Background: an optimization exercise with open tools, aiming at small area, a short achievable clock period and few clock cycles. Do not read the settings as production practice. At most, simulation tests tie the RTL to the original design; equivalence was not proved. No functional check of the RTL was part of runs 1 and 2. Power figures rest on the tool's default switching activity, not on a simulated workload.

--- flow/flow/run.sh ---
#!/bin/bash
set -euo pipefail
export BUFFER_PORTS_ARGS="-buffer_cell sky130_fd_sc_hd__buf_2"
bash standard.sh > standard.log 2>&1
--- flow/standard.sh ---
#!/bin/bash
# synth_recipe.tcl (not shown) runs the flow's synth.tcl, then flattens the netlist and writes it again
# the make line also repeats each setting of config.mk as NAME=value (left out here)
make -C /OpenROAD-flow-scripts/flow DESIGN_CONFIG=/design/flow/config.mk WORK_HOME=/design/flow/orfs CLKGATE_MAP_FILE= SYNTH_SCRIPT=/design/flow/synth_recipe.tcl "${@:-finish}"
--- flow/config.mk ---
export PLATFORM = sky130hd
export DESIGN_NAME = lz4i_pixser
export DESIGN_NICKNAME = lz4i_pixser
export VERILOG_FILES = /design/flow/design.v
export SDC_FILE = /design/flow/constraint.sdc
export NUM_CORES = 4
export LEC_CHECK = 0
export CAP_MARGIN = 20
export CORE_MARGIN = 2
export CORE_UTILIZATION = 40
export PLACE_DENSITY = 0.6
export SLEW_MARGIN = 20
--- flow/constraint.sdc ---
create_clock -name core_clock -period 11.0 [get_ports {clk}]
set_input_delay 2.2000 -clock core_clock [delete_from_list [all_inputs] [get_ports {clk}]]
set_output_delay 2.2000 -clock core_clock [all_outputs]
set_load 0.01 [all_outputs]
--- flow/design.v ---
module lz4i_pixser (
    input  wire        clk,
    input  wire        rst,           
    input  wire        cmd_valid,
    output wire        cmd_ready,
    input  wire [7:0]  cmd_word,      
    input  wire [31:0] cmd_width,     
    input  wire [31:0] cmd_height,    
    input  wire [7:0]  cmd_bpp,
    input  wire [7:0]  cmd_planes,
    input  wire        in_valid,
    output wire        in_ready,
    input  wire [7:0]  in_data,
    output wire        out_valid,
    input  wire        out_ready,
    output wire [7:0]  out_data,
    output wire        done,
    output wire [7:0]  done_err,
    output wire [31:0] done_stride,
    output wire [63:0] done_psize
);
    function [4:0] fcls(input [7:0] v);
        fcls = (v == 8'd1)  ? 5'b10_000 :
               (v == 8'd2)  ? 5'b10_001 :
               (v == 8'd4)  ? 5'b10_010 :
               (v == 8'd8)  ? 5'b10_011 :
               (v == 8'd16) ? 5'b10_100 :
               (v == 8'd3)  ? 5'b11_000 :
               (v == 8'd6)  ? 5'b11_001 :
               (v == 8'd12) ? 5'b11_010 :
               (v == 8'd24) ? 5'b11_011 : 5'b00_000;
    endfunction
    function [2:0] f5(input [4:0] v);
        f5 = (v == 5'd31) ? 3'd7 : (v >= 5'd27) ? 3'd6 : (v >= 5'd23) ? 3'd5 :
             (v >= 5'd18) ? 3'd4 : (v >= 5'd14) ? 3'd3 : (v >= 5'd9)  ? 3'd2 :
             (v >= 5'd5)  ? 3'd1 : 3'd0;
    endfunction
    function [1:0] f6(input [5:0] v);
        f6 = (v == 6'd63) ? 2'd3 : (v >= 6'd42) ? 2'd2 : (v >= 6'd21) ? 2'd1 : 2'd0;
    endfunction
    reg        s_busy;       
    wire       s_idle = ~s_busy;
    reg        cmd_rdy;      
    reg        s_setup;
    reg        s_run;
    reg        pend;         
    reg        done_r;
    reg [31:0] X;            
    reg [31:0] Y;            
    reg [31:0] S;            
    reg [63:0] P;            
    reg [3:0]  e;            
    reg        rd1, rd2, rd4, rd16, rd24, pk;
    reg [2:0]  pad;          
    reg        fr;           
    reg        w1;           
    reg        lc, lr;       
    reg [7:0]  slot;         
    reg [1:0]  c;            
    reg [10:0] W;            
    wire [1:0] op = c;       
    wire [4:0] ca = W[9:5];
    wire [4:0] cb = W[4:0];
    reg        sstep, sstep2;    
    reg        mlo, mtail;       
    reg [5:0]  mcnt;
    reg        mbs0, nmbs1, mh2, nmh3;
    reg        mc;
    reg        mprev, mcy;
    reg [7:0]  fa, fb;       
    reg        av;
    reg        in_rdy;       
    reg        bv;           
    reg [7:0]  od0;          
    reg        ov0;
    wire       ofree = ~ov0 | out_ready;    
    wire        ta = ca[3], tb = cb[3];
    wire [3:0]  esum = {1'b0, ca[2:0]} + {1'b0, cb[2:0]};
    wire        both = ca[4] & cb[4];
    wire        p2   = both & ~ta & ~tb & (esum <= 4'd4);
    wire        n1   = p2 & (esum == 4'd0);
    wire        n2   = p2 & (esum == 4'd1);
    wire        n4   = p2 & (esum == 4'd2);
    wire        n16  = p2 & (esum == 4'd4);
    wire        n24  = both & (ta ^ tb) & (esum == 4'd3);
    wire        dok  = p2 | n24;
    wire        x1 = (X == 32'd1);
    wire        dim_bad = X[31] | (X == 32'd0) | Y[31] | (Y == 32'd0);
    reg  [3:0]  e_new;
    always @(*) begin
        if (op == 2'd0)                        e_new = 4'd7;
        else if (dim_bad)                      e_new = 4'd1;
        else if (!dok || (op == 2'd2 && n16))  e_new = 4'd2;
        else                                   e_new = 4'd0;
    end
    wire [2:0]  m_new    = n1 ? 3'd7 : n2 ? 3'd3 : n4 ? 3'd1 : 3'd0;
    wire [2:0]  pad_new  = (~X[2:0] + 3'd1) & m_new;
    wire [7:0]  slot0_new = n1 ? 8'h01 : n2 ? 8'h03 : 8'h0F;
    wire        go_setup = s_setup & ~pend;
    wire sub  = rd1 | rd2 | rd4;
    wire [7:0] dmask = rd1 ? 8'h01 : rd2 ? 8'h03 : 8'h0F;
    wire [7:0] slot0 = rd1 ? 8'h01 : rd2 ? 8'h03 : 8'h0F;
    wire [7:0] slot_rot = rd1 ? {slot[6:0], slot[7]} :
                          rd2 ? {slot[5:0], slot[7:6]} : {slot[3:0], slot[7:4]};
    wire grp_end = slot[7];
    wire [7:0] inb = rd1 ? {8{fa[0]}} : rd2 ? {4{fa[1:0]}} : {2{fa[3:0]}};
    wire [7:0] pkd = W[7:0] | (slot & inb);
    wire [7:0] t   = slot & fa;
    wire [7:0] unpx;
    assign unpx[0] = rd1 ? (|t) : rd2 ? (t[0] | t[2] | t[4] | t[6]) : (t[0] | t[4]);
    assign unpx[1] = rd1 ? 1'b0 : rd2 ? (t[1] | t[3] | t[5] | t[7]) : (t[1] | t[5]);
    assign unpx[2] = rd4 & (t[2] | t[6]);
    assign unpx[3] = rd4 & (t[3] | t[7]);
    assign unpx[7:4] = 4'd0;
    wire [4:0] r5 = fb[7:3];
    wire [5:0] b6 = W[10:5];
    wire [4:0] g5 = W[4:0];
    wire [7:0] r8 = {r5, f5(r5)};
    wire [7:0] b8 = {b6, f6(b6)};
    wire [7:0] g8 = {g5, f5(g5)};
    wire c0 = (c == 2'd0);
    wire c2 = (c == 2'd2);
    reg       go, pb, pop1, pop2, push;
    reg [7:0] cdata;
    always @(*) begin
        go = 1'b0; pb = 1'b0; pop1 = 1'b0; pop2 = 1'b0; push = 1'b0;
        cdata = fa;
        if (s_run && !((sstep | sstep2) && lc) && ofree) begin
            if (rd16) begin
                go    = c0 ? (av & bv) : 1'b1;
                pb    = go & c2;
                pop2  = go & c0;
                push  = go;
                cdata = c0 ? r8 : c2 ? g8 : b8;
            end else if (sub) begin
                go = av;
                pb = go;
                if (pk) begin
                    pop1  = go;
                    push  = go & (grp_end | lc);
                    cdata = pkd;
                end else begin
                    pop1  = go & (grp_end | lc);
                    push  = go;
                    cdata = unpx;
                end
            end else begin
                go    = av;
                pb    = go & (~rd24 | c2);
                pop1  = go;
                push  = go;
                cdata = fa;
            end
        end
    end
    wire [31:0] xdec = X - 32'd1;
    wire [31:0] ydec = Y - 32'd1;
    wire take  = in_valid & ~bv;
    wire av_n = pop2 ? take : (av & ~(pop1 & ~bv)) | take;
    wire bv_n = ~pop2 & ~pop1 & av & (bv | take);
    wire idle_n = (s_idle & ~cmd_valid) | (go_setup & ~(e_new == 4'd0 && op[1])) |
                  (pb & lc & lr);
    wire [2:0]  rm   = rd1 ? 3'd7 : rd2 ? 3'd3 : rd4 ? 3'd1 : 3'd0;
    wire [15:0] mopl = {nmbs1 ? 8'd0 : S[15:8], mbs0 ? S[7:0] : 8'd0};
    wire [15:0] moph = {nmh3 ? 8'd0 : S[31:24], mh2 ? S[23:16] : 8'd0};
    wire        hb   = P[49] ^ (mh2 & S[16]) ^ mc;
    wire [16:0] tl   = {1'b0, hb, P[47:33]} + {1'b0, mopl};
    wire [17:0] th2  = {2'b00, P[63:49], 1'b1} + {1'b0, moph, mc};
    wire [16:0] th   = th2[17:1];           
    wire        mbusy = sstep | sstep2 | mlo | mtail;
    wire [5:0]  mlast = rd1 ? 6'd35 : rd2 ? 6'd34 : rd4 ? 6'd33 : rd16 ? 6'd31 : 6'd32;
    wire        h_i  = P[0] & ~mcnt[5];
    wire        h_n  = P[1] & ~(mcnt[5] | (mcnt == 6'd31));
    wire        cy_n = (h_i & mprev) | (h_i & mcy) | (mprev & mcy);
    wire        mb_n = rd24 ? (h_n ^ h_i ^ cy_n) : h_n;
    always @(posedge clk) begin
        if (s_idle) begin
            X  <= cmd_width;
            Y  <= cmd_height;
            c  <= (cmd_word[7:2] == 6'd0) ? cmd_word[1:0] : 2'd0;
            W[9:0] <= {fcls(cmd_bpp), fcls(cmd_planes)};
        end else begin
            if (pb)
                X <= lc ? S : xdec;
            if (pb & lc)
                Y <= ydec;
        end
        if (go_setup) begin
            e     <= e_new;
            S     <= X;
            P     <= {28'd0, m_new, 2'd0, Y[30:0]};
            rd1   <= n1;
            rd2   <= n2;
            rd4   <= n4;
            rd16  <= n16;
            rd24  <= n24;
            pk    <= op[1] & ~op[0];
            pad   <= pad_new;
            fr    <= 1'b1;
            mbs0  <= (m_new != 3'd0) | Y[0];
            nmbs1 <= ~((m_new != 3'd0) | Y[0]);
            mh2   <= 1'b0;
            nmh3  <= 1'b1;
            mc    <= 1'b0;
            mprev <= 1'b0;
            mcy   <= 1'b0;
            w1    <= x1;
            lc    <= x1;
            lr    <= (Y == 32'd1);
            slot  <= slot0_new;
            W[7:0] <= 8'd0;
            c     <= 2'd0;
            mcnt  <= 6'd0;
            sstep <= (m_new != 3'd0) && (e_new == 4'd0);
            mlo   <= (m_new == 3'd0) && (e_new == 4'd0);
        end
        if (sstep) begin
            S[15:0]  <= {tl[15:3], tl[2:0] & ~rm};
            P[35:33] <= 3'd0;
            mc    <= tl[16];
            mh2   <= 1'b1;
            nmh3  <= 1'b0;
            sstep <= 1'b0;
            sstep2 <= 1'b1;
        end
        if (sstep2) begin
            S[31:16] <= th[15:0];
            mc    <= 1'b0;
            mh2   <= 1'b0;
            nmh3  <= 1'b1;
            mbs0  <= P[0];
            nmbs1 <= ~P[0];
            sstep2 <= 1'b0;
            mlo   <= 1'b1;
        end
        if (mlo | mtail)
            P[63:48] <= th[15:0];
        if (mlo) begin
            P[47:0] <= {tl[15:0], P[32:1]};
            mc    <= tl[16];
            mh2   <= mbs0;
            nmh3  <= ~mbs0;
            mcnt  <= mcnt + 6'd1;
            mbs0  <= mb_n;
            nmbs1 <= ~mb_n;
            mprev <= h_i;
            mcy   <= cy_n;
            if (mcnt == mlast) begin
                mlo   <= 1'b0;
                mtail <= 1'b1;
            end
        end
        if (mtail)
            mtail <= 1'b0;
        if (go) begin
            if (rd16) begin
                if (c0) W <= {fb[2:0], fa};
                c <= c2 ? 2'd0 : c + 2'd1;
            end else if (rd24) begin
                c <= c2 ? 2'd0 : c + 2'd1;
            end else if (sub) begin
                W[7:0] <= (grp_end | lc) ? 8'd0 : pkd;
                if (pk & |(fa & ~dmask))
                    e <= 4'd9;
            end
        end
        if (pb) begin
            if (lc) begin
                lc   <= w1;
                fr   <= 1'b0;
                lr   <= (Y == 32'd2);
                slot <= slot0;
            end else begin
                lc   <= (X[31:4] == 28'd0) && (X[3:0] == (fr ? 4'd2 : {1'b0, pad} + 4'd2));
                slot <= slot_rot;
            end
        end
        if (~av | pop1 | pop2)
            fa <= (pop1 & bv) ? fb : in_data;
        if (~bv | pop1 | pop2)
            fb <= in_data;
        if (push)
            od0 <= cdata;
        if (rst) begin
            s_busy  <= 1'b0;
            cmd_rdy <= 1'b1;
            s_setup <= 1'b0;
            s_run   <= 1'b0;
            pend    <= 1'b0;
            done_r  <= 1'b0;
            sstep   <= 1'b0;
            sstep2  <= 1'b0;
            mlo     <= 1'b0;
            mtail   <= 1'b0;
            av      <= 1'b0;
            bv      <= 1'b0;
            in_rdy  <= 1'b1;
            ov0     <= 1'b0;
        end else begin
            av     <= av_n;
            bv     <= bv_n;
            in_rdy <= ~bv_n;
            ov0 <= push | (ov0 & ~out_ready);
            s_busy  <= ~idle_n;
            cmd_rdy <= idle_n;
            if (s_idle & cmd_valid)
                s_setup <= 1'b1;
            if (go_setup) begin
                s_setup <= 1'b0;
                pend    <= 1'b1;
                if (e_new == 4'd0 && op[1]) s_run <= 1'b1;
            end
            if (pb & lc & lr)
                s_run  <= 1'b0;
            done_r <= pend & ~mbusy & ~s_run & ofree;
            if (pend & ~mbusy & ~s_run & ofree)
                pend <= 1'b0;
        end
    end
    assign cmd_ready   = cmd_rdy;
    assign in_ready    = in_rdy;
    assign out_valid   = ov0;
    assign out_data    = od0;
    assign done        = done_r;
    assign done_err    = {4'd0, e};
    assign done_stride = S;
    assign done_psize  = P;
endmodule
==> summary.md, run 1 <==
| Metric | Value |
|---|---|
| Die height | `about 200 um` |
| Final period utilization | `about a third` |
| Crit. End Element | `register` |
| Pwr Density | `about 150 nW/um^2` |
| Vias | `roughly 12000` |
| Max-cap viol count | `0` |
| Critical Path Fanout Max | `10` |
| Mapped Area | `14800 sq um` |
| Pre-CTS setup slack | `~6.6 ns` |
| Gp weighted congestion | `0.891` |
| Slew margin rel. | `between 30% and 40%` |
| Worst-path clk slew | `around 0.06 ns` |
| Worst-Skew Late Latency | `around 0.57 ns` |
| Via density | `5.57` |
| Beginning of the worst hold path | `mtail$_SDFF_PP0_` |
| Dominant cells by area after synthesis | `edfxtp_1 44%, mux2_2 6.3%, dfxtp_1 4.3%` |
| Worst path required time | `~11 ns` |
| Async set or reset register ratio after synthesis | `0%` |
| Dpl hpwl | `29.7 mm` |
| CTS Buf Count | `30` |
| Data arrival time of the critical path | `a little over 4 ns` |
| Antenna Cells | `0` |
| Crit Path Category | `in2reg` |
| Reg-to-reg startpoint | `mh2$_DFFE_PP_` |
| Static Leakage | `approximately 6.5 nW` |
| Post-synth EDFFs | `217` |
| Hold Buf Count CTS | `0` |
| Fin. max-slew vios | `0` |
| Switching part of the total | `25.4%` |
| Average size of a mapped cell | `approximately 10 sq um` |
| Gr ovfl total | `0` |
| CTS H-tree lvls | `1` |
| CTS resizes | `0` |
| CTS root buf | `clkbuf_16` |
| Setup ws final | `7.12 ns` |
| Hold crit path type | `reg2reg` |
| Layout overhead on the synthesized area | `17.4%` |
| Number of global-route vias before repair | `about 12000` |
| DR WL/cell | `slightly below 20 um` |
| Crit path from | `out_ready` |
| Status | `complete, no violations` |
| Core Footprint | `between 30000 and 40000 sq um` |
| Unique masters post-synth | `80` |
| First-pass GRT wire length | `~65 mm` |
| Ys flop type | `edfxtp_1` |
| Port bufs | `between 200 and 250` |
| Top cells by instance count after synthesis | `217 x edfxtp_1, 157 x nor2_1, 121 x a21oi_1, 110 x nand2_1, 86 x o21ai_0` |
| Die width | `approximately 200 um` |
| Pre-antenna DRT Iters | `5` |
| Post-synth top area share | `44.1%` |
| Row count | `70` |
| Least-Margin Pin Slew | `around 1 ns` |
| Synth area leader | `edfxtp_1` |
| Bufs on Longest Clock Path | `3` |
| Initial core utilization | `between 40% and 50%` |
| Synth Warn # | `1` |
| Final antenna-violating net count | `0` |
| Largest net degree at the start of global routing | `between 70 and 80` |
| Final TNS setup | `0 ns` |
| Fraction of layout cells with a size suffix above 1 | `between 20% and 30%` |
| Clk pwr share | `42.8%` |
| Setup bufs post-CTS | `0` |
| CP startpoint kind | `input port` |
| Seq pwr share | `between 40 and 50%` |
| Post-Route WL | `between 40 and 50 mm` |
| Ports | `roughly 220` |
| Global Route Usage Sum | `21.2%` |
| Setup violations, final | `0` |
| Fin util | `between 40% and 50%` |
| Most common cell in the synthesized netlist | `edfxtp_1` |
| Fmax | `between 200 and 300 MHz` |
| RSZ-0062 raised after global routing | `false` |
| Initial antenna violation count | `0` |
| Power Total | `between 2 and 3 mW` |
| Switching pwr | `0.676 mW` |
| TritonCTS clock tree | `done` |
| Fin Clk Skew | `about 0.017 ns` |
| Syn Inst Count | `~1500` |
| Seq cells post-synth | `about 250` |
| DIE AREA | `just under 40000 sq um` |
| DRT iter0 DRCs | `between 700 and 800` |
| Comb power frac | `between 10 and 15%` |
| Worst VDD drop | `between 100 and 150 uV` |
| Hold Fails Final Rpt | `0` |
| Clk sinks | `about 250` |
| NumNets Final | `approximately 1800` |
| Pint | `~2.0 mW` |
| Sequential share of the synthesized area | `between 40% and 50%` |
| Final worst path period need | `between 3 and 4 ns` |
| Drc violations | `0` |
[flip-flops by register name (all words and copies together), names as in the netlist, 2 cells and up]
name	flops
fa	8
e	4
c	2
P	64
slot	8
od0	8
Y	32
mcnt	6
X	32
fb	8
pad	3
S	32
W	11
[final cells by class]
type	count	area, sq um
timing repair buffer	223	1140
fill	3469	19200
tap	468	586
multi-input combinational	1090	7170
sequential	249	7160
inverter	46	173
clock buffer	36	795
clock inverter	20	327
[metal layers]
layer	GRT usage (%)	routed length (um)	vias up
met1	29.2	18600	5677
met4	4.57	839	0
met2	35.3	19200	419
li1	-	-	5729
met3	3.58	2680	58
met5	0	0	-
[worst paths after layout]
check / to / slack, ns / cells past startpoint
max: fa[6]$_DFFE_PP_ / 7.12 / 6
min: mtail$_SDFF_PP0_ / 0.45 / 1
max reg2reg: S[30]$_DFFE_PP_ / 7.75 / 10
min reg2reg: mtail$_SDFF_PP0_ / 0.45 / 1
[kinds of logic after synthesis]
kind of cell               share of synthesized area [%]
xor gates and xnor gates                            5.39
DFF                                                 48.4
muxes                                               7.41
other                                             0.0254
buffers and inverters                               3.14
and+or+nand+nor                                     16.9
adders and majority gates                           4.05
AOI/OAI and AO/OA                                   14.7
[per-stage QoR]
stage	hold WS [ns]	instance area (sq um)	instances
6_report	0.449	17400	2132
2_1_floorplan	0.416	14800	1455
3_3_place_gp	0.436	16200	2076
3_5_place_dp	0.437	16200	2076
5_1_grt	0.465	17400	2132
4_1_cts	0.449	17400	2132
[critical path, stage by stage]
cell and delay [ns]:
buf_2 0.08, nand2b_1 0.19, and3_1 0.43, nand2_1 0.23, or3_1 0.57, nand3_1 0.38
[power by group through the flow]
stage / combinational, mW / sequential, mW / clock [mW]
6_report: 0.323 / 1.20 / 1.14
5_1_grt: 0.360 / 1.21 / 1.19
4_1_cts: 0.325 / 1.20 / 1.16
3_5_place_dp: 0.322 / 1.22 / 0
3_3_place_gp: 0.317 / 1.22 / 0
2_1_floorplan: 0.225 / 1.19 / 0
[layout by cell type, fill, tap and decap left out, types with 43 or more instances in the layout]
master	n
buf_2	212
o21ai_0	86
a21oi_1	121
edfxtp_1	217
ha_1	43
inv_1	43
nand2_1	109
xor2_1	43
xnor2_1	48
nor2_1	157
mux2_2	83
==> run 2, diff against run 1 <==
--- a/flow/config.mk
+++ b/flow/config.mk
@@ -9,4 +9,6 @@
 export CORE_MARGIN = 2
 export CORE_UTILIZATION = 40
+export CTS_CLUSTER_DIAMETER = 150
+export CTS_CLUSTER_SIZE = 22
 export PLACE_DENSITY = 0.6
 export SLEW_MARGIN = 20
==> summary.md, run 2 <==
| Metric | Value |
|---|---|
| Most used cell along the critical path | `nand2_1` |
| Least-Margin Pin Slew | `0.981 ns` |
| Final antenna-violating net count | `0` |
| Fraction of layout cells with a size suffix above 1 | `about 22%` |
| Drc violations | `0` |
| Core Footprint | `about 37000 sq um` |
| DIE AREA | `around 39000 sq um` |
| Switching part of the total | `28.2%` |
| Hold Fails Final Rpt | `0` |
| Setup violations, final | `0` |
| Worst VDD drop | `97.4 uV` |
| CP startpoint kind | `input port` |
| Final period utilization | `between 30% and 40%` |
| Row count | `70` |
| CTS resizes | `0` |
| Port bufs | `approximately 210` |
| Unique masters post-synth | `80` |
| CP delay by family, top | `simple AND/OR/NAND/NOR gates` |
| Ports | `~220` |
| First-pass GRT wire length | `roughly 65 mm` |
| Post-synth top area share | `44.1%` |
| Antenna Cells | `0` |
| Fmax | `254 MHz` |
| Sequential share of the synthesized area | `approximately half` |
| Critical Path Fanout Max | `32` |
| Pre-antenna DRT Iters | `5` |
| Seq pwr share | `~56%` |
| Number of global-route vias before repair | `11600` |
| Initial antenna violation count | `0` |
| Global routing usage on met1 | `between 20 and 30%` |
| Met3 GRT Util | `just under 3%` |
| Post-route cell area | `approximately 17000 sq um` |
| DRT iter0 DRCs | `701` |
| CP max stage cell | `and3_1` |
| Data arrival time of the critical path | `~4.1 ns` |
| Crit Path Category | `in2reg` |
| Global Route Usage Sum | `between 20% and 30%` |
| Dominant cells by area after synthesis | `edfxtp_1 44%, mux2_2 6.3%, dfxtp_1 4.3%` |
| Critical path, cell by cell | `buf_2 > nand2b_1 > and3_1 > o221ai_2 > inv_1 > nand2_1 > nand2_1 > buf_4` |
| CTS H-tree lvls | `1` |
| CTS root buf | `clkbuf_16` |
| Crit. End Element | `register` |
| Layout overhead on the synthesized area | `12.8%` |
| Synth area leader | `edfxtp_1` |
| Post-synth EDFFs | `217` |
| Clk pwr share | `between 20% and 30%` |
| Buffers & Inverters on Critical Path | `3` |
| Max-cap viol count | `0` |
| Seq cells post-synth | `about 250` |
| Commonest non-fill, non-tap cells in the layout | `217 x edfxtp_1, 212 x buf_2, 157 x nor2_1` |
| Status | `complete, no violations` |
| Hold crit path type | `reg2reg` |
| CTS Buf Count | `15` |
| Clk sinks | `between 200 and 250` |
| Top cells by instance count after synthesis | `217 x edfxtp_1, 157 x nor2_1, 121 x a21oi_1, 110 x nand2_1, 86 x o21ai_0` |
| GR Util met2 | `35.2%` |
| Async set or reset register ratio after synthesis | `0%` |
| TritonCTS clock tree | `done` |
| Fin util | `45.6%` |
| Fin. max-slew vios | `0` |
| Switching pwr | `0.596 mW` |
| Setup bufs post-CTS | `0` |
| Slew margin rel. | `between 30% and 40%` |
| Bufs on Longest Clock Path | `3` |
| Commonest non-fill, non-tap cell in the layout | `edfxtp_1` |
| Via density | `~5.6` |
| Die height | `196 um` |
| Initial core utilization | `40.5%` |
| Vias | `about 12000` |
| Comb power frac | `15.3%` |
| Busiest grt layer | `met2` |
| Gr ovfl total | `0` |
| Fin Clk Skew | `just under 0.03 ns` |
| Worst path required time | `11.15 ns` |
| Worst hold margin | `between 0.4 and 0.5 ns` |
| RSZ-0062 raised after global routing | `false` |
| Max reg flops | `64` |
| Most common cell in the synthesized netlist | `edfxtp_1` |
| NumNets Final | `roughly 1800` |
| Synth Warn # | `1` |
| DR WL/cell | `19.4 um` |
| Largest register by flop count | `P` |
| Ys flop type | `edfxtp_1` |
| Final TNS setup | `0 ns` |
| Pint | `~1.5 mW` |
| Worst-path clk slew | `0.09 ns` |
| Final worst path period need | `just under 4 ns` |
| Syn Inst Count | `approximately 1500` |
| Worst-Skew Late Latency | `~0.52 ns` |
| Largest net degree at the start of global routing | `74` |
| Gp weighted congestion | `just under 0.9` |
| Average size of a mapped cell | `10.2 sq um` |
| Placed Area | `approximately 16000 sq um` |
| CP max stage delay | `around 0.43 ns` |
| Post-Route WL | `between 40 and 50 mm` |
| Dpl hpwl | `a little under 30 mm` |
| Die width | `roughly 200 um` |
| Hold Buf Count CTS | `0` |
| Pwr Density | `127 nW/um^2` |
| Static Leakage | `6.18 nW` |
| Mapped Area | `about 15000 sq um` |
-- run 2: cell types whose count changed in the layout (fill, tap and decap cells not counted), moves of 4 or more --
cell       delta
clkinv_1      -4
bufinv_16     -9
clkinv_2      -5
clkbuf_1      +4
clkbuf_16    -16
-- run 2: stage by stage --
| step | total power [mW] | setup WS (ns) | cells |
|---|---|---|---|
| after floorplan | 1.41 | 6.79 | 1455 |
| after global placement | 1.53 | 6.59 | 2076 |
| after detailed placement | 1.54 | 6.56 | 2076 |
| after CTS | 2.13 | 7.09 | 2102 |
| after global routing | 2.21 | 6.91 | 2102 |
| final | 2.12 | 7.07 | 2102 |
-- run 2: power by group through the flow --
| stage | clock (mW) | combinational, mW | sequential, mW |
|---|---|---|---|
| finish | 0.599 | 0.323 | 1.19 |
| CTS | 0.615 | 0.325 | 1.19 |
| global placement | 0 | 0.317 | 1.22 |
| detailed placement | 0 | 0.322 | 1.22 |
| floorplan | 0 | 0.225 | 1.19 |
| global route | 0.644 | 0.360 | 1.21 |
-- run 2: layout make-up --
class                   count  area, sq um
well taps                 468          586
flip-flops and latches    249         7160
inverters                  46          173
multi-input cells        1090         7170
clock inverters             2         25.0
repair buffers            223         1140
fillers                  3539        19900
clock buffers              24          409
-- run 2: worst paths after layout --
kind / startpoint / endpoint / slack, ns / cells past startpoint
setup / recovery: out_ready / Y[16]$_DFFE_PP_ / 7.07 / 8
setup reg to reg: mh2$_DFFE_PP_ / S[30]$_DFFE_PP_ / 7.72 / 10
hold / removal: mtail$_SDFF_PP0_ / mtail$_SDFF_PP0_ / 0.46 / 1
hold reg to reg: mtail$_SDFF_PP0_ / mtail$_SDFF_PP0_ / 0.46 / 1
-- run 2: routing by layer --
metal  wire [um]  part of all wire [%]
met1       18500                    45
met2       19100                    47
met3        2530                   6.2
met4         589                   1.4
met5           0                     0
-- run 2: logic make-up (layout without fill, tap and decap cells) --
group,Yosys count,in the layout,synth area share (%)
and+or+nand+nor,500,500,16.9
xor gates and xnor gates,91,91,5.39
muxes,99,99,7.41
other,1,4,0.0254
adders and majority gates,46,46,4.05
DFF,249,249,48.4
buffers and inverters,116,295,3.14
AOI/OAI and AO/OA,350,350,14.7
==> run 3, diff against run 2 <==
--- a/flow/design.v
+++ b/flow/design.v
@@ -72,7 +72,6 @@
     reg        in_rdy;       
     reg        bv;           
-    reg [7:0]  od0;          
-    reg        ov0;
-    wire       ofree = ~ov0 | out_ready;    
+    reg [7:0]  od0, od1;     
+    reg        ov0, ov1;
     wire        ta = ca[3], tb = cb[3];
     wire [3:0]  esum = {1'b0, ca[2:0]} + {1'b0, cb[2:0]};
@@ -126,5 +125,5 @@
         go = 1'b0; pb = 1'b0; pop1 = 1'b0; pop2 = 1'b0; push = 1'b0;
         cdata = fa;
-        if (s_run && !((sstep | sstep2) && lc) && ofree) begin
+        if (s_run && !((sstep | sstep2) && lc) && !ov1) begin
             if (rd16) begin
                 go    = c0 ? (av & bv) : 1'b1;
@@ -161,4 +160,6 @@
     wire idle_n = (s_idle & ~cmd_valid) | (go_setup & ~(e_new == 4'd0 && op[1])) |
                   (pb & lc & lr);
+    wire opop  = ov0 & out_ready;
+    wire ofree = ~ov0 | (out_ready & ~ov1);
     wire [2:0]  rm   = rd1 ? 3'd7 : rd2 ? 3'd3 : rd4 ? 3'd1 : 3'd0;
     wire [15:0] mopl = {nmbs1 ? 8'd0 : S[15:8], mbs0 ? S[7:0] : 8'd0};
@@ -280,6 +281,8 @@
         if (~bv | pop1 | pop2)
             fb <= in_data;
-        if (push)
-            od0 <= cdata;
+        if (~ov0 | out_ready)
+            od0 <= ov1 ? od1 : cdata;
+        if (~ov1 | out_ready)
+            od1 <= cdata;
         if (rst) begin
             s_busy  <= 1'b0;
@@ -297,9 +300,16 @@
             in_rdy  <= 1'b1;
             ov0     <= 1'b0;
+            ov1     <= 1'b0;
         end else begin
             av     <= av_n;
             bv     <= bv_n;
             in_rdy <= ~bv_n;
-            ov0 <= push | (ov0 & ~out_ready);
+            if (opop) begin
+                ov0 <= ov1 | push;
+                ov1 <= ov1 & push;
+            end else begin
+                ov0 <= ov0 | push;
+                ov1 <= ov1 | (ov0 & push);
+            end
             s_busy  <= ~idle_n;
             cmd_rdy <= idle_n;
--- a/flow/config.mk
+++ b/flow/config.mk
@@ -9,6 +9,4 @@
 export CORE_MARGIN = 2
 export CORE_UTILIZATION = 40
-export CTS_CLUSTER_DIAMETER = 150
-export CTS_CLUSTER_SIZE = 22
 export PLACE_DENSITY = 0.6
 export SLEW_MARGIN = 20
==> summary.md, run 3 <==
| Metric | Value |
|---|---|
| Status | `complete, no violations` |
| Comb power frac | `between 10% and 20%` |
| Commonest non-fill, non-tap cells in the layout | `225 x edfxtp_1, 212 x buf_2, 150 x nor2_1` |
| Seq cells post-synth | `roughly 260` |
| Final TNS setup | `0 ns` |
| Initial antenna violation count | `5` |
| CTS Buf Count | `30` |
| Bufs on Longest Clock Path | `3` |
| Pre-antenna DRT Iters | `5` |
| Ys flop type | `edfxtp_1` |
| Pint | `~2.0 mW` |
| Most common cell in the synthesized netlist | `edfxtp_1` |
| Hold Buf Count CTS | `0` |
| Met3 GRT Util | `under 10%` |
| Synth Warn # | `1` |
| TritonCTS clock tree | `done` |
| Switching pwr | `about 0.76 mW` |
| Core Footprint | `around 38000 sq um` |
| Hold Fails Final Rpt | `0` |
| Drc violations | `0` |
| Worst-path clk slew | `~0.06 ns` |
| Largest register by flop count | `P` |
| Worst path required time | `8.80 ns` |
| Slew margin rel. | `a little over a third` |
| Die height | `~200 um` |
| Commonest non-fill, non-tap cell in the layout | `edfxtp_1` |
| Largest net degree at the start of global routing | `a little under 90` |
| Vias | `roughly 13000` |
| Setup bufs post-CTS | `0` |
| Initial core utilization | `slightly above 40%` |
| Top cells by instance count after synthesis | `225 x edfxtp_1, 150 x nor2_1, 109 x a21oi_1, 96 x nand2_1, 80 x mux2_2` |
| Unique masters post-synth | `81` |
| Layout overhead on the synthesized area | `16.3%` |
| Critical Path Fanout Max | `2` |
| Post-synth EDFFs | `roughly 230` |
| Row count | `71` |
| Via density | `5.61` |
| Async set or reset register ratio after synthesis | `0%` |
| Post-Route WL | `roughly 44 mm` |
| Power Total | `~2.7 mW` |
| Fin Clk Skew | `0.0206 ns` |
| Crit Path Category | `reg2out` |
| Port bufs | `between 200 and 250` |
| Crit. End Element | `output pin` |
| DRT iter0 DRCs | `850` |
| Buffers & Inverters on Critical Path | `1` |
| Mapped Area | `approximately 15000 sq um` |
| Post-synth top area share | `43.9%` |
| Setup violations, final | `0` |
| Clk sinks | `258` |
| Worst-Skew Late Latency | `about 0.58 ns` |
| Worst hold margin | `about 0.45 ns` |
| Data arrival time of the critical path | `around 1.3 ns` |
| Sequential share of the synthesized area | `approximately 48%` |
| GR Util met2 | `~34%` |
| Pwr Density | `between 150 and 200 nW/um^2` |
| Fraction of layout cells with a size suffix above 1 | `between 20 and 25%` |
| Dpl hpwl | `roughly 31 mm` |
| Global routing usage on met1 | `29.6%` |
| Max-cap viol count | `0` |
| Number of global-route vias before repair | `12100` |
| Gr ovfl total | `0` |
| CP max stage delay | `0.49 ns` |
| Synth area leader | `edfxtp_1` |
| Syn Inst Count | `1514` |
| Switching part of the total | `roughly 28%` |
| NumNets Final | `1848` |
| Clk pwr share | `~37%` |
| Least-Margin Pin Slew | `0.949 ns` |
| Placed cell count | `2180` |
| CP delay by family, top | `flip-flops` |
| Final antenna-violating net count | `0` |
| CTS root buf | `clkbuf_16` |
| CP startpoint kind | `register` |
| Gp weighted congestion | `0.945` |
| Max reg flops | `between 60 and 70` |
| CP max stage cell | `edfxtp_1` |
| CTS resizes | `0` |
| Dominant cells by area after synthesis | `edfxtp_1 44%, mux2_2 5.9%, dfxtp_1 4.3%` |
| Fmax | `approximately 290 MHz` |
| DIE AREA | `~40000 sq um` |
| Global Route Usage Sum | `21.2%` |
| DR WL/cell | `around 20 um` |
| Register area | `between 7000 and 8000 sq um` |
| Final worst path period need | `roughly 3.5 ns` |
| Hold crit path type | `reg2reg` |
| CTS H-tree lvls | `1` |
| Worst VDD drop | `120 uV` |
| Busiest grt layer | `met2` |
| First-pass GRT wire length | `between 60 and 70 mm` |
| Seq pwr share | `a little under half` |
| Critical path, cell by cell | `buf_2` |
| Final Instance Count excl. Fillers | `2237` |
| Fin. max-slew vios | `0` |
| Die width | `200 um` |
| Ports | `between 200 and 250` |
| Fillcell total | `between 3000 and 4000` |
| Static Leakage | `approximately 6.7 nW` |
| Multi-input logic area | `7450 sq um` |
| Average size of a mapped cell | `roughly 10 sq um` |
| Final period utilization | `31.5%` |
| RSZ-0062 raised after global routing | `false` |
[run 3: changes by cell type after synthesis, sizes merged, moves of 10 or more]
cell	before	now
inv	44	58
nand2	110	96
a21oi	121	109
nor2b	41	29
or3	10	22
xor2	43	31
nor3	44	55
clkbuf	44	54
[run 3: logic make-up (layout without fill, tap and decap cells)]
kind of cell	Yosys count	after routing	share of synthesized area (%)
AO/OA/AOI/OAI	370	370	15.4
XOR/XNOR	87	87	4.95
adder cells (fa/ha/maj)	47	47	3.95
buffers and inverters	135	343	3.48
flip-flops	258	258	48.2
multiplexers	94	94	6.80
other	1	5	0.0244
AND/OR/NAND/NOR	522	522	17.3
[run 3: layer usage]
| layer | vias to the layer above | part of all wire [%] |
|---|---|---|
| met4 | 8 | 2.1 |
| met3 | 73 | 6.2 |
| met2 | 403 | 46 |
| met5 | - | 0.12 |
| met1 | 6031 | 45 |
| li1 | 6035 | - |
[run 3: final cells by class]
| type | instances | area share, % |
|---|---|---|
| Antenna cell | 1 | 0.0140 |
| Clock inverter | 18 | 0.999 |
| Clock buffer | 38 | 4.53 |
| Sequential cell | 258 | 41.4 |
| Tap cell | 511 | 3.57 |
| Timing Repair Buffer | 227 | 6.55 |
| Inverter | 60 | 1.26 |
| Multi-Input combinational cell | 1124 | 41.6 |
[run 3: power by group through the flow]
stage	clock network, mW	registers (mW)	logic [mW]
3_5_place_dp	0	1.29	0.430
4_1_cts	1.03	1.27	0.433
2_1_floorplan	0	1.27	0.291
3_3_place_gp	0	1.29	0.423
5_1_grt	1.06	1.29	0.479
6_report	1.01	1.27	0.432
[run 3: worst reg2reg max path, cell delays in order (launching register included)]
cell and delay, ns:
edfxtp_1 0.50, and2_1 0.22, fa_1 0.42, a211o_1 0.32, a21o_1 0.22, a2111oi_0 0.77
o31ai_1 0.19, xnor2_1 0.18, mux2_2 0.27
[run 3: final timing paths]
kind	cells past startpoint	start	endpoint	slack, ns
max	1	P[31]$_SDFFCE_PN0P_	done_psize[31]	7.54
min	0	fb[2]$_DFFE_PP_	W[10]$_DFFE_PP_	0.45
max reg2reg	8	mh2$_DFFE_PP_	S[31]$_DFFE_PP_	7.65
min reg2reg	0	fb[2]$_DFFE_PP_	W[10]$_DFFE_PP_	0.45
[run 3: stage by stage]
step | setup WS, ns | utilization [%] | area (sq um)
final | 7.54 | 47.4 | 17900
after global routing | 7.25 | 47.4 | 17900
after CTS | 7.52 | 47.4 | 17900
after detailed placement | 7.39 | 44.8 | 16900
after global placement | 7.49 | 44.8 | 16900
after floorplan | 7.61 | - | 15400
Testbench counts of run 3, summed over its fixed seeds: cycles 106,632.
==> run 4, diff against run 3 <==
--- a/flow/design.v
+++ b/flow/design.v
@@ -169,5 +169,5 @@
     wire [17:0] th2  = {2'b00, P[63:49], 1'b1} + {1'b0, moph, mc};
     wire [16:0] th   = th2[17:1];           
-    wire        mbusy = sstep | sstep2 | mlo | mtail;
+    wire        mbusy = sstep | sstep2 | mlo;
     wire [5:0]  mlast = rd1 ? 6'd35 : rd2 ? 6'd34 : rd4 ? 6'd33 : rd16 ? 6'd31 : 6'd32;
     wire        h_i  = P[0] & ~mcnt[5];
--- a/flow/config.mk
+++ b/flow/config.mk
@@ -9,4 +9,6 @@
 export CORE_MARGIN = 2
 export CORE_UTILIZATION = 40
+export CTS_CLUSTER_DIAMETER = 150
+export CTS_CLUSTER_SIZE = 22
 export PLACE_DENSITY = 0.6
 export SLEW_MARGIN = 20
==> summary.md, run 4 <==
| Metric | Value |
|---|---|
| Hold Buf Count CTS | `0` |
| Vias | `between 10000 and 15000` |
| Buffers & Inverters on Critical Path | `1` |
| CTS resizes | `0` |
| CTS root buf | `clkbuf_16` |
| RSZ-0062 raised after global routing | `false` |
| TritonCTS clock tree | `done` |
| Status | `complete, no violations` |
| Post-synthesis mux area share | `under 10%` |
| Data arrival time of the critical path | `around 3.7 ns` |
| DRT iter0 DRCs | `876` |
| Worst path required time | `around 11 ns` |
| Top cells by instance count after synthesis | `225 x edfxtp_1, 159 x nor2_1, 113 x nand2_1, 99 x a21oi_1, 89 x o21ai_0` |
| Final period utilization | `a little under a third` |
| CP max stage delay | `about 0.7 ns` |
| Sequential share of the synthesized area | `about half` |
| Seq cells post-synth | `around 260` |
| DIE AREA | `between 40000 and 50000 sq um` |
| CP delay by family, top | `compound AO/OA/AOI/OAI gates` |
| Ports | `about 220` |
| Number of global-route vias before repair | `between 10000 and 15000` |
| Worst hold margin | `between 0.4 and 0.5 ns` |
| Fillcell total | `~3700` |
| Average size of a mapped cell | `a little over 10 sq um` |
| Synth area leader | `edfxtp_1` |
| Crit. End Element | `register` |
| Most common cell in the synthesized netlist | `edfxtp_1` |
| Gp weighted congestion | `0.949` |
| Unique masters post-synth | `88` |
| Clk sinks | `258` |
| Post-synthesis simple-gate area fraction | `between 10% and 20%` |
| Fmax | `294 MHz` |
| Fin Clk Skew | `between 0.01 and 0.015 ns` |
| Dpl hpwl | `roughly 32 mm` |
| Critical Path Fanout Max | `9` |
| Via density | `about 5.6` |
| CP max stage cell | `a2111oi_0` |
| Adder-cell share of the synthesized area | `3.89%` |
| Register area | `7420 sq um` |
| Final worst path period need | `3.40 ns` |
| Post-synthesis compound-gate area fraction | `around 16%` |
| Gr ovfl total | `0` |
| Least-Margin Pin Slew | `0.953 ns` |
| Worst VDD drop | `around 100 uV` |
| Post-synth EDFFs | `225` |
| Final antenna-violating net count | `0` |
| Setup ws final | `7.60 ns` |
| Initial antenna violation count | `3` |
| Max-cap viol count | `0` |
| Row count | `71` |
| Post-Route WL | `between 40 and 50 mm` |
| Worst-path clk slew | `about 0.10 ns` |
| Pwr Density | `125 nW/um^2` |
| Syn Inst Count | `approximately 1500` |
| Pre-CTS setup slack | `between 7 and 8 ns` |
| NumNets Final | `~1800` |
| Static Leakage | `~6.4 nW` |
| Pre-antenna DRT Iters | `5` |
| Hold Fails Final Rpt | `0` |
| Hold crit path type | `reg2reg` |
| Post-synth top area share | `a little over two fifths` |
| CTS Buf Count | `15` |
| Bufs on Longest Clock Path | `3` |
| Drc violations | `0` |
| Global Route Usage Sum | `21.2%` |
| Max reg flops | `64` |
| CTS H-tree lvls | `1` |
| Ys flop type | `edfxtp_1` |
| Critical path, cell by cell | `and2_1 > ha_1 > inv_1 > fa_1 > nand2b_1 > a21boi_0 > o21ai_0 > a2111oi_0 > o31ai_1 > a31o_2` |
| Setup violations, final | `0` |
| Largest net degree at the start of global routing | `92` |
| Dominant cells by area after synthesis | `edfxtp_1 44%, mux2_2 5.7%, dfxtp_1 4.3%` |
| Slew margin rel. | `about a third` |
| DR WL/cell | `a little under 20 um` |
| Synth Area in XOR/XNOR | `~4.5%` |
| Largest family of logic cells by synthesized area | `simple AND/OR/NAND/NOR gates` |
| Fin util | `between 40% and 50%` |
| Initial core utilization | `about two fifths` |
| Layout overhead on the synthesized area | `12.7%` |
| Port bufs | `212` |
| Fraction of layout cells with a size suffix above 1 | `20.2%` |
| Worst-Skew Late Latency | `0.50 ns` |
| Die width | `about 200 um` |
| Commonest non-fill, non-tap cell in the layout | `edfxtp_1` |
| Die height | `roughly 200 um` |
| Synth Warn # | `1` |
| Setup bufs post-CTS | `0` |
| Async set or reset register ratio after synthesis | `0%` |
| Core Footprint | `around 38000 sq um` |
| Crit Path Category | `reg2reg` |
| Largest register by flop count | `P` |
| Mapped Area | `15400 sq um` |
| Commonest non-fill, non-tap cells in the layout | `225 x edfxtp_1, 212 x buf_2, 159 x nor2_1` |
| First-pass GRT wire length | `68.8 mm` |
| CP startpoint kind | `register` |
| Fin. max-slew vios | `0` |
| Multi-input logic area | `7490 sq um` |
| Final TNS setup | `0 ns` |
run 4: final cells by class:
class                      count  area share (%)
antenna                        2          0.0289
clock buffer                  23            2.34
clock inverter                 1          0.0505
inverter                      57            1.23
multi-input combinational   1141            43.2
sequential                   258            42.8
tap                          511            3.69
timing repair buffer         224            6.64
run 4: through the flow:
step	power (mW)	instances	instance area [sq um]
2_1_floorplan	1.46	1523	15400
3_3_place_gp	1.59	2191	16900
3_5_place_dp	1.60	2191	16900
4_1_cts	2.18	2215	17300
5_1_grt	2.26	2215	17300
6_report	2.16	2217	17300
run 4: path summary, 6_finish.rpt:
path	start	to	slack (ns)	cells past startpoint
worst max-delay path	mbs0$_DFFE_PP_	S[14]$_DFFE_PP_	7.60	10
worst min-delay path	e[3]$_DFF_P_	e[3]$_DFF_P_	0.46	2
worst max register to register	mbs0$_DFFE_PP_	S[14]$_DFFE_PP_	7.60	10
worst min register to register	e[3]$_DFF_P_	e[3]$_DFF_P_	0.46	2
run 4: cell families after synthesis:
group           count (synthesis)
other cells                     1
compound gates                374
buf+inv                       124
simple gates                  545
flops                         258
xor+xnor                       79
fa+ha+maj                      46
mux                            93
run 4: power breakdown:
group          switching (mW)  internal [mW]
logic                   0.193          0.148
registers              0.0826           1.15
clock network           0.329          0.258
run 4: layer usage:
layer | up-vias | routed length (um) | track usage, % | share of wire (%)
li1 | 6019 | - | - | -
met3 | 46 | 2490 | 2.96 | 5.7
met2 | 396 | 20300 | 34.8 | 46
met1 | 6011 | 20500 | 30.2 | 47
met4 | 2 | 667 | 4.00 | 1.5
met5 | - | 13 | 0 | 0.030
run 4: worst register-to-register path, cell delays in order, from the launching register on:
cell and delay (ns):
edfxtp_1 0.51, and2_1 0.18, ha_1 0.16, inv_1 0.06
fa_1 0.39, nand2b_1 0.15, a21boi_0 0.30, o21ai_0 0.25
a2111oi_0 0.69, o31ai_1 0.22, a31o_2 0.27
Testbench counts of run 4, summed over its fixed seeds: cycles 106,485.
==> run 5, diff against run 4 <==
--- a/flow/config.mk
+++ b/flow/config.mk
@@ -8,7 +8,7 @@
 export CAP_MARGIN = 20
 export CORE_MARGIN = 2
-export CORE_UTILIZATION = 40
+export CORE_UTILIZATION = 70
 export CTS_CLUSTER_DIAMETER = 150
 export CTS_CLUSTER_SIZE = 22
-export PLACE_DENSITY = 0.6
+export PLACE_DENSITY = 0.8
 export SLEW_MARGIN = 20
==> summary.md, run 5 <==
| Metric | Value |
|---|---|
| Fraction of layout cells with a size suffix above 1 | `roughly a fifth` |
| Commonest non-fill, non-tap cells in the layout | `225 x edfxtp_1, 212 x buf_2, 159 x nor2_1` |
| Multi-input logic area | `between 7000 and 8000 sq um` |
| Drc violations | `0` |
| Ys flop type | `edfxtp_1` |
| Post-synth EDFFs | `225` |
| Hold crit path type | `reg2reg` |
| Row count | `54` |
| Seq pwr share | `a little under three fifths` |
| Fin Clk Skew | `between 0.02 and 0.025 ns` |
| Critical Path Fanout Max | `9` |
| Fin. max-slew vios | `0` |
| Slew margin rel. | `between 30% and 40%` |
| CP startpoint kind | `register` |
| Via density | `about 6.6` |
| Post-Route WL | `40.5 mm` |
| Pwr Density | `between 100 and 150 nW/um^2` |
| CTS Buf Count | `15` |
| Global Route Usage Sum | `between 30% and 40%` |
| Most common cell in the synthesized netlist | `edfxtp_1` |
| CTS root buf | `clkbuf_16` |
| Worst path required time | `about 11 ns` |
| Dominant cells by area after synthesis | `edfxtp_1 44%, mux2_2 5.7%, dfxtp_1 4.3%` |
| Die width | `about 150 um` |
| Worst VDD drop | `roughly 120 uV` |
| Commonest non-fill, non-tap cell in the layout | `edfxtp_1` |
| Ports | `~220` |
| Hold Fails Final Rpt | `0` |
| Final period utilization | `slightly above 30%` |
| Core Footprint | `21700 sq um` |
| Crit. End Element | `register` |
| Crit Path Category | `reg2reg` |
| Port bufs | `212` |
| Fillcell total | `approximately 1400` |
| NumNets Final | `approximately 1800` |
| Pre-CTS setup slack | `~7.6 ns` |
| Seq cells post-synth | `around 260` |
| Static Leakage | `about 6.4 nW` |
| Pint | `1.56 mW` |
| Comb power frac | `about 16%` |
| Mapped Area | `between 15000 and 20000 sq um` |
| DIE AREA | `about 23000 sq um` |
| TritonCTS clock tree | `done` |
| Vias | `roughly 13000` |
| Placed Area | `roughly 17000 sq um` |
| Syn Inst Count | `about 1500` |
| Setup violations, final | `0` |
| Largest register by flop count | `P` |
| Average size of a mapped cell | `~10 sq um` |
| Setup ws final | `about 7.6 ns` |
| Setup bufs post-CTS | `0` |
| Bufs on Longest Clock Path | `3` |
| Die height | `roughly 150 um` |
| Dpl hpwl | `29.2 mm` |
| Layout overhead on the synthesized area | `10.8%` |
| Synth Warn # | `1` |
| CTS H-tree lvls | `1` |
| Placed cell count | `approximately 2000` |
| Sequential share of the synthesized area | `between 40% and 50%` |
| Number of global-route vias before repair | `approximately 12000` |
| Switching part of the total | `between 20% and 30%` |
| Post-route cell area | `between 15000 and 20000 sq um` |
| Final worst path period need | `roughly 3.4 ns` |
| First-pass GRT wire length | `63.9 mm` |
| DRT iter0 DRCs | `approximately 1200` |
| Clk pwr share | `between 20% and 30%` |
| Top cells by instance count after synthesis | `225 x edfxtp_1, 159 x nor2_1, 113 x nand2_1, 99 x a21oi_1, 89 x o21ai_0` |
| CTS resizes | `0` |
| Least-Margin Pin Slew | `about 1.0 ns` |
| Unique masters post-synth | `88` |
| RSZ-0062 raised after global routing | `false` |
| Gr ovfl total | `0` |
| Synth area leader | `edfxtp_1` |
| DR WL/cell | `between 20 and 25 um` |
| Data arrival time of the critical path | `approximately 3.7 ns` |
| Hold Buf Count CTS | `0` |
| Status | `complete, no violations` |
| Initial core utilization | `70.9%` |
| Pre-antenna DRT Iters | `6` |
| Register area | `around 7400 sq um` |
| Worst-Skew Late Latency | `0.51 ns` |
| Post-synth top area share | `43.9%` |
| Max reg flops | `64` |
| Max-cap viol count | `0` |
| Initial antenna violation count | `2` |
| Fmax | `roughly 300 MHz` |
| Clk sinks | `approximately 260` |
| Switching pwr | `around 0.60 mW` |
| Gp weighted congestion | `0.932` |
| Largest net degree at the start of global routing | `90` |
| Worst-path clk slew | `roughly 0.10 ns` |
| Final TNS setup | `0 ns` |
| Final Instance Count excl. Fillers | `around 2000` |
| Async set or reset register ratio after synthesis | `0%` |
| Final antenna-violating net count | `0` |
==> run 5: power by group through the flow <==
stage | Clock, mW | Sequential, mW | Combinational [mW]
6_report | 0.584 | 1.24 | 0.338
4_1_cts | 0.589 | 1.24 | 0.335
3_5_place_dp | 0 | 1.26 | 0.332
5_1_grt | 0.618 | 1.25 | 0.371
2_1_floorplan | 0 | 1.23 | 0.229
3_3_place_gp | 0 | 1.25 | 0.319
==> run 5: critical path, cell delays in order (launching register included) <==
cell,delay [ns]
edfxtp_1,0.50
and2_1,0.17
ha_1,0.17
inv_1,0.06
fa_1,0.40
nand2b_1,0.16
a21boi_0,0.30
o21ai_0,0.28
a2111oi_0,0.63
o31ai_1,0.22
a31o_2,0.27
==> run 5: final cells by class <==
| class | instances | share of cell area, % |
|---|---|---|
| multi-input combinational | 1141 | 44.0 |
| sequential | 258 | 43.6 |
| timing repair buffer | 222 | 6.67 |
| clock buffer | 24 | 2.40 |
| tap | 280 | 2.06 |
| inverter | 57 | 1.26 |
| clock inverter | 2 | 0.103 |
| antenna | 1 | 0.0147 |
==> run 5: worst paths after layout <==
path              depth (start not counted)  slack (ns)         endpoint            from
setup / recovery                         10        7.61  S[14]$_DFFE_PP_  mbs0$_DFFE_PP_
hold / removal                            2        0.45     e[3]$_DFF_P_    e[3]$_DFF_P_
setup reg to reg                         10        7.61  S[14]$_DFFE_PP_  mbs0$_DFFE_PP_
hold reg to reg                           2        0.45     e[3]$_DFF_P_    e[3]$_DFF_P_
==> run 5: cell families (layout without fill, tap and decap cells) <==
logic type      count (synthesis)  after routing  synth area share (%)
xor+xnor                       79             79                  4.50
fa+ha+maj                      46             46                  3.89
compound gates                374            374                  15.8
other cells                     1              5                0.0244
mux                            93             93                  6.68
buf+inv                       124            305                  3.20
simple gates                  545            545                  17.8
flops                         258            258                  48.2
==> run 5: metal layers <==
| layer | vias up | routed length (um) | track usage [%] |
|---|---|---|---|
| li1 | 6027 | - | - |
| met1 | 6229 | 16100 | 45.7 |
| met2 | 698 | 19600 | 56.4 |
| met3 | 94 | 3600 | 4.66 |
| met4 | 0 | 1230 | 11.3 |
| met5 | - | 0 | 0 |
==> run 5: stage by stage <==
step                      util (%)  hold WS [ns]  power, mW
after global routing          78.6         0.491       2.24
final                         78.6         0.451       2.16
after detailed placement      76.6         0.437       1.59
after floorplan                  -         0.417       1.46
after CTS                     78.6         0.451       2.16
after global placement        76.6         0.429       1.57
==> run 6, diff against run 5 <==
--- a/flow/config.mk
+++ b/flow/config.mk
@@ -8,7 +8,7 @@
 export CAP_MARGIN = 20
 export CORE_MARGIN = 2
-export CORE_UTILIZATION = 70
+export CORE_UTILIZATION = 55
 export CTS_CLUSTER_DIAMETER = 150
 export CTS_CLUSTER_SIZE = 22
-export PLACE_DENSITY = 0.8
+export PLACE_DENSITY = 0.7
 export SLEW_MARGIN = 20
==> summary.md, run 6 <==
| Metric | Value |
|---|---|
| Post-synth EDFFs | `approximately 230` |
| Worst-Skew Late Latency | `0.51 ns` |
| Core Footprint | `27600 sq um` |
| Slew margin rel. | `between 20% and 30%` |
| Post-synth top area share | `approximately 44%` |
| Commonest non-fill, non-tap cells in the layout | `225 x edfxtp_1, 212 x buf_2, 159 x nor2_1` |
| DR WL/cell | `slightly below 20 um` |
| CTS Buf Count | `15` |
| Power Total | `roughly 2.2 mW` |
| Buffers & Inverters on Critical Path | `1` |
| Placed cell count | `roughly 2100` |
| Hold Buf Count CTS | `0` |
| DRT iter0 DRCs | `about 1100` |
| Synth area leader | `edfxtp_1` |
| Reg-to-reg startpoint | `mbs0$_DFFE_PP_` |
| Fmax | `slightly below 300 MHz` |
| Post-Route WL | `just over 40 mm` |
| Async set or reset register ratio after synthesis | `0%` |
| Global Route Usage Sum | `about 27%` |
| CP max stage delay | `about 0.49 ns` |
| CP max stage cell | `edfxtp_1` |
| Crit path depth | `1` |
| Hold Fails Final Rpt | `0` |
| Unique masters post-synth | `slightly below 90` |
| Ports | `roughly 220` |
| Final worst path period need | `roughly 3.4 ns` |
| Vias | `~13000` |
| Pwr Density | `approximately 130 nW/um^2` |
| Commonest non-fill, non-tap cell in the layout | `edfxtp_1` |
| Beginning of the worst hold path | `fb[2]$_DFFE_PP_` |
| Max-cap viol count | `0` |
| First-pass GRT wire length | `approximately 64 mm` |
| Antenna Cells | `0` |
| Port bufs | `212` |
| Final Instance Count excl. Fillers | `about 2100` |
| Average size of a mapped cell | `approximately 10 sq um` |
| Largest net degree at the start of global routing | `102` |
| CP startpoint kind | `register` |
| Pre-antenna DRT Iters | `5` |
| Top cells by instance count after synthesis | `225 x edfxtp_1, 159 x nor2_1, 113 x nand2_1, 99 x a21oi_1, 89 x o21ai_0` |
| CTS root buf | `clkbuf_16` |
| CP endpoint | `done_stride[2]` |
| CP delay by family, top | `flip-flops` |
| Sequential share of the synthesized area | `around 48%` |
| R2r worst-path depth | `10` |
| Ys flop type | `edfxtp_1` |
| CTS H-tree lvls | `1` |
| Static Leakage | `6.42 nW` |
| Status | `complete, no violations` |
| Crit Path Category | `reg2out` |
| Seq cells post-synth | `between 200 and 300` |
| Dpl hpwl | `29.4 mm` |
| DIE AREA | `approximately 29000 sq um` |
| Bufs on Longest Clock Path | `3` |
| CTS resizes | `0` |
| Post-route cell area | `17200 sq um` |
| Row count | `around 60` |
| Die height | `roughly 170 um` |
| Die width | `171 um` |
| Worst-path clk slew | `roughly 0.090 ns` |
| NumNets Final | `between 1500 and 2000` |
| Initial core utilization | `between 50% and 60%` |
| Crit path from | `S[2]$_DFFE_PP_` |
| Max reg flops | `between 60 and 70` |
| TritonCTS clock tree | `done` |
| Number of global-route vias before repair | `12000` |
| Fin util | `between 60% and 70%` |
| Setup ws final | `about 7.6 ns` |
| FF-to-FF End | `S[14]$_DFFE_PP_` |
| Most common cell in the synthesized netlist | `edfxtp_1` |
| R2r setup slk | `7.66 ns` |
| Setup bufs post-CTS | `0` |
| Placed Area | `~17000 sq um` |
| Initial antenna violation count | `2` |
| Syn Inst Count | `approximately 1500` |
| Crit. End Element | `output pin` |
| Via density | `between 6 and 7` |
| Layout overhead on the synthesized area | `11.6%` |
| Fin Clk Skew | `roughly 0.031 ns` |
| Worst path required time | `8.80 ns` |
| Pre-CTS setup slack | `approximately 7.7 ns` |
| WHS Path Cells | `0` |
| Gp weighted congestion | `between 0.9 and 1` |
| Synth Warn # | `1` |
| Gr ovfl total | `0` |
| Setup violations, final | `0` |
| Fraction of layout cells with a size suffix above 1 | `20.2%` |
| Clk sinks | `approximately 260` |
| Final antenna-violating net count | `0` |
| Largest register by flop count | `P` |
| Worst VDD drop | `about 110 uV` |
| Mapped Area | `15400 sq um` |
| Least-Margin Pin Slew | `1.06 ns` |
| Fin. max-slew vios | `0` |
| RSZ-0062 raised after global routing | `false` |
| Drc violations | `0` |
| Dominant cells by area after synthesis | `edfxtp_1 44%, mux2_2 5.7%, dfxtp_1 4.3%` |
| Critical path, cell by cell | `buf_2` |
| Final period utilization | `30.8%` |
| Hold crit path type | `reg2reg` |
| Critical Path Fanout Max | `3` |
| Data arrival time of the critical path | `approximately 1.2 ns` |
| Final TNS setup | `0 ns` |
| Worst hold margin | `roughly 0.45 ns` |
-- run 6: cell counts after synthesis --
No cell type changed its count.
-- run 6: how the worst min path moves through the flow --
stage	end	slack, ns
global placement	W[10]$_DFFE_PP_	0.43
CTS	W[10]$_DFFE_PP_	0.45
floorplan	mtail$_SDFF_PP0_	0.42
detailed placement	W[10]$_DFFE_PP_	0.44
global route	W[10]$_DFFE_PP_	0.47
finish	W[10]$_DFFE_PP_	0.45
-- run 6: cell families (layout without fill, tap and decap cells) --
kind of cell / count (synthesis) / count (layout) / share of synthesized area (%)
XOR/XNOR: 79 / 79 / 4.50
other: 1 / 4 / 0.0244
adder cells (fa/ha/maj): 46 / 46 / 3.89
AND/OR/NAND/NOR: 545 / 545 / 17.8
flip-flops: 258 / 258 / 48.2
multiplexers: 93 / 93 / 6.68
AO/OA/AOI/OAI: 374 / 374 / 15.8
buffers and inverters: 124 / 306 / 3.20
-- run 6: final cells by class --
cell class              instances  area [sq um]
clock buffers                  24           409
flip-flops and latches        258          7420
fillers                      2367         10500
multi-input cells            1141          7490
inverters                      57           214
well taps                     378           473
clock inverters                 2          17.5
repair buffers                223          1140
-- run 6: power breakdown --
group / internal (mW) / switching, mW / total (mW)
combinational: 0.148 / 0.190 / 0.338
clock: 0.262 / 0.332 / 0.593
sequential: 1.15 / 0.0823 / 1.24
total: 1.56 / 0.604 / 2.17
-- run 6: layer usage --
| metal | vias to the layer above | GRT usage [%] | part of all wire, % |
|---|---|---|---|
| li1 | 6028 | - | - |
| met1 | 6048 | 38.6 | 45 |
| met2 | 479 | 45.7 | 47 |
| met3 | 49 | 3.04 | 6.7 |
| met4 | 4 | 6.12 | 1.5 |
| met5 | - | 0 | 0.066 |
==> run 7, diff against run 6 <==
==> flow/flow/run.sh (replaced) <==
#!/bin/bash
set -euo pipefail
export BUFFER_PORTS_ARGS="-buffer_cell sky130_fd_sc_hd__buf_1"
bash standard.sh > standard.log 2>&1
==> summary.md, run 7 <==
| Metric | Value |
|---|---|
| Status | `complete, no violations` |
| WHS Path Cells | `0` |
| Fin. max-slew vios | `0` |
| Seq cells post-synth | `258` |
| Setup violations, final | `0` |
| Fmax | `296 MHz` |
| Worst path required time | `about 8.8 ns` |
| Global routing usage on met1 | `between 30% and 40%` |
| Average size of a mapped cell | `just over 10 sq um` |
| TritonCTS clock tree | `done` |
| Register area | `between 7000 and 8000 sq um` |
| Core Footprint | `27600 sq um` |
| Max reg flops | `64` |
| Busiest grt layer | `met2` |
| Met3 GRT Util | `slightly above 3%` |
| DR WL/cell | `between 15 and 20 um` |
| Drc violations | `0` |
| Clk sinks | `roughly 260` |
| Syn Inst Count | `about 1500` |
| Largest net degree at the start of global routing | `between 70 and 80` |
| Most common cell in the synthesized netlist | `edfxtp_1` |
| Largest register by flop count | `P` |
| Bufs on Longest Clock Path | `3` |
| Fraction of layout cells with a size suffix above 1 | `a little under 8%` |
| Synth area leader | `edfxtp_1` |
| Slew margin rel. | `around a quarter` |
| Post-Route WL | `between 40 and 50 mm` |
| Layout overhead on the synthesized area | `9.79%` |
| Final TNS setup | `0 ns` |
| Worst-Skew Late Latency | `about 0.5 ns` |
| Die height | `171 um` |
| Buffers & Inverters on Critical Path | `1` |
| Final worst path period need | `between 3 and 4 ns` |
| CTS H-tree lvls | `1` |
| Synth Warn # | `1` |
| GR Util met2 | `44.9%` |
| Crit. End Element | `output pin` |
| Sequential share of the synthesized area | `around half` |
| Worst-path clk slew | `0.09 ns` |
| CP delay by family, top | `flip-flops` |
| Antenna Cells | `0` |
| Final period utilization | `a little under a third` |
| Post-synth top area share | `43.9%` |
| First-pass GRT wire length | `62.9 mm` |
| Async set or reset register ratio after synthesis | `0%` |
| Critical Path Fanout Max | `3` |
| Vias | `12600` |
| Pwr Density | `between 100 and 150 nW/um^2` |
| Number of global-route vias before repair | `between 10000 and 15000` |
| Final antenna-violating net count | `0` |
| Commonest non-fill, non-tap cell in the layout | `edfxtp_1` |
| Static Leakage | `slightly below 6 nW` |
| NumNets Final | `around 1800` |
| Initial antenna violation count | `1` |
| Hold crit path type | `reg2reg` |
| Power Total | `around 2.2 mW` |
| Fillcell total | `approximately 2400` |
| DRT iter0 DRCs | `roughly 1100` |
| Hold Buf Count CTS | `0` |
| Global Route Usage Sum | `roughly 27%` |
| Via density | `just over 6` |
| Gp weighted congestion | `between 0.9 and 1` |
| Gr ovfl total | `0` |
| Data arrival time of the critical path | `roughly 1.2 ns` |
| CP max stage cell | `edfxtp_1` |
| Commonest non-fill, non-tap cells in the layout | `225 x edfxtp_1, 212 x buf_1, 159 x nor2_1` |
| Fin Clk Skew | `between 0.02 and 0.025 ns` |
| CTS Buf Count | `15` |
| CTS resizes | `0` |
| Placed Area | `16500 sq um` |
| Max-cap viol count | `0` |
| Initial core utilization | `55.7%` |
| CTS root buf | `clkbuf_16` |
| Top cells by instance count after synthesis | `225 x edfxtp_1, 159 x nor2_1, 113 x nand2_1, 99 x a21oi_1, 89 x o21ai_0` |
| Die width | `171 um` |
| Crit Path Category | `reg2out` |
| Mapped Area | `around 15000 sq um` |
| Port bufs | `212` |
| Post-route cell area | `around 17000 sq um` |
| Least-Margin Pin Slew | `between 1 and 1.5 ns` |
| RSZ-0062 raised after global routing | `false` |
| R2r worst-path depth | `10` |
| Ports | `approximately 220` |
| Post-synth EDFFs | `roughly 230` |
| Worst VDD drop | `~110 uV` |
| Multi-input logic area | `7490 sq um` |
| Dominant cells by area after synthesis | `edfxtp_1 44%, mux2_2 5.7%, dfxtp_1 4.3%` |
| Crit path depth | `1` |
| Hold Fails Final Rpt | `0` |
| CP startpoint kind | `register` |
| Pre-antenna DRT Iters | `5` |
| Dpl hpwl | `29.1 mm` |
| Setup bufs post-CTS | `0` |
| Critical path, cell by cell | `buf_1` |
| CP max stage delay | `0.51 ns` |
| Ys flop type | `edfxtp_1` |
| DIE AREA | `29300 sq um` |
| Row count | `between 60 and 70` |
| Unique masters post-synth | `88` |
## run 7: cell types whose count changed in the layout (fill, tap and decap cells not counted)
cell	delta
buf_1	+212
buf_4	-1
buf_2	-212
clkbuf_1	-1
## run 7: cells by family after synthesis
group | count (synthesis) | synth area share (%)
buffers and inverters | 124 | 3.20
adders and majority gates | 46 | 3.89
xor gates and xnor gates | 79 | 4.50
AOI/OAI and AO/OA | 374 | 15.8
DFF | 258 | 48.2
other | 1 | 0.0244
and+or+nand+nor | 545 | 17.8
muxes | 93 | 6.68
## run 7: cell type report
type                       count  area share [%]
clock inverter                 2           0.104
tap                          378            2.80
sequential                   258            43.9
inverter                      57            1.27
timing repair buffer         222            5.15
multi-input combinational   1141            44.3
clock buffer                  23            2.40
## run 7: final timing paths
kind	startpoint	endpoint	slack [ns]
max reg2reg	mbs0$_DFFE_PP_	S[14]$_DFFE_PP_	7.68
max	S[3]$_DFFE_PP_	done_stride[3]	7.62
min reg2reg	fb[2]$_DFFE_PP_	W[10]$_DFFE_PP_	0.46
min	fb[2]$_DFFE_PP_	W[10]$_DFFE_PP_	0.46
## run 7: per-stage QoR
stage               cells  utilization, %  hold slack [ns]  setup slack, ns
CTS                  2081            61.1            0.455             7.61
detailed placement   2056            59.6            0.435             7.58
global route         2081            61.1            0.470             7.45
floorplan            1523               -            0.417             7.77
finish               2081            61.1            0.457             7.62
global placement     2056            59.6            0.430             7.71
## run 7: power by group
group	switching, mW	internal (mW)	total [mW]	leakage, nW
logic	0.188	0.137	0.325	3.17
clock network	0.330	0.260	0.590	0.203
registers	0.0838	1.15	1.24	2.45
## run 7: layer usage
layer | wire (um) | up-vias
met4 | 922 | 2
met5 | 13 | -
met1 | 17800 | 5955
met2 | 18900 | 539
met3 | 3010 | 64
li1 | - | 6026

[afterwards: timing with drivers on the ports]
How much do the figures lean on ideal ports? The routed layouts below were timed once more, with nothing changed but the port constraints. Step 1: set_driving_cell puts a clkbuf_16 on clk and a buf_2 on each other input, an assumption about the parent block. Step 2 also shifts input and output timing later by t, the mid clock arrival at the registers, as if the neighbouring blocks saw the same clock. Slacks: ideal ports / drivers / drivers and shift; pairs: ideal ports / drivers.
run	t (ns)	setup slack, ns	latest minus earliest clock arrival (ns)
run 1	0.613	7.119 / 7.140 / 6.528	0.018 / 0.017
run 2	0.556	7.067 / 7.090 / 6.534	0.033 / 0.032
run 3	0.620	7.540 / 7.492 / 7.360	0.022 / 0.022
run 4	0.546	7.597 / 7.586 / 7.579	0.019 / 0.019
run 5	0.545	7.613 / 7.588 / 7.563	0.028 / 0.028
run 6	0.548	7.617 / 7.567 / 7.623	0.031 / 0.031
run 7	0.545	7.624 / 7.573 / 7.563	0.023 / 0.022
After both steps setup and hold are still met in every run listed. For run 1, which loses most, drivers alone change the setup slack by +0.021 ns; drivers and shift together by -0.591 ns.
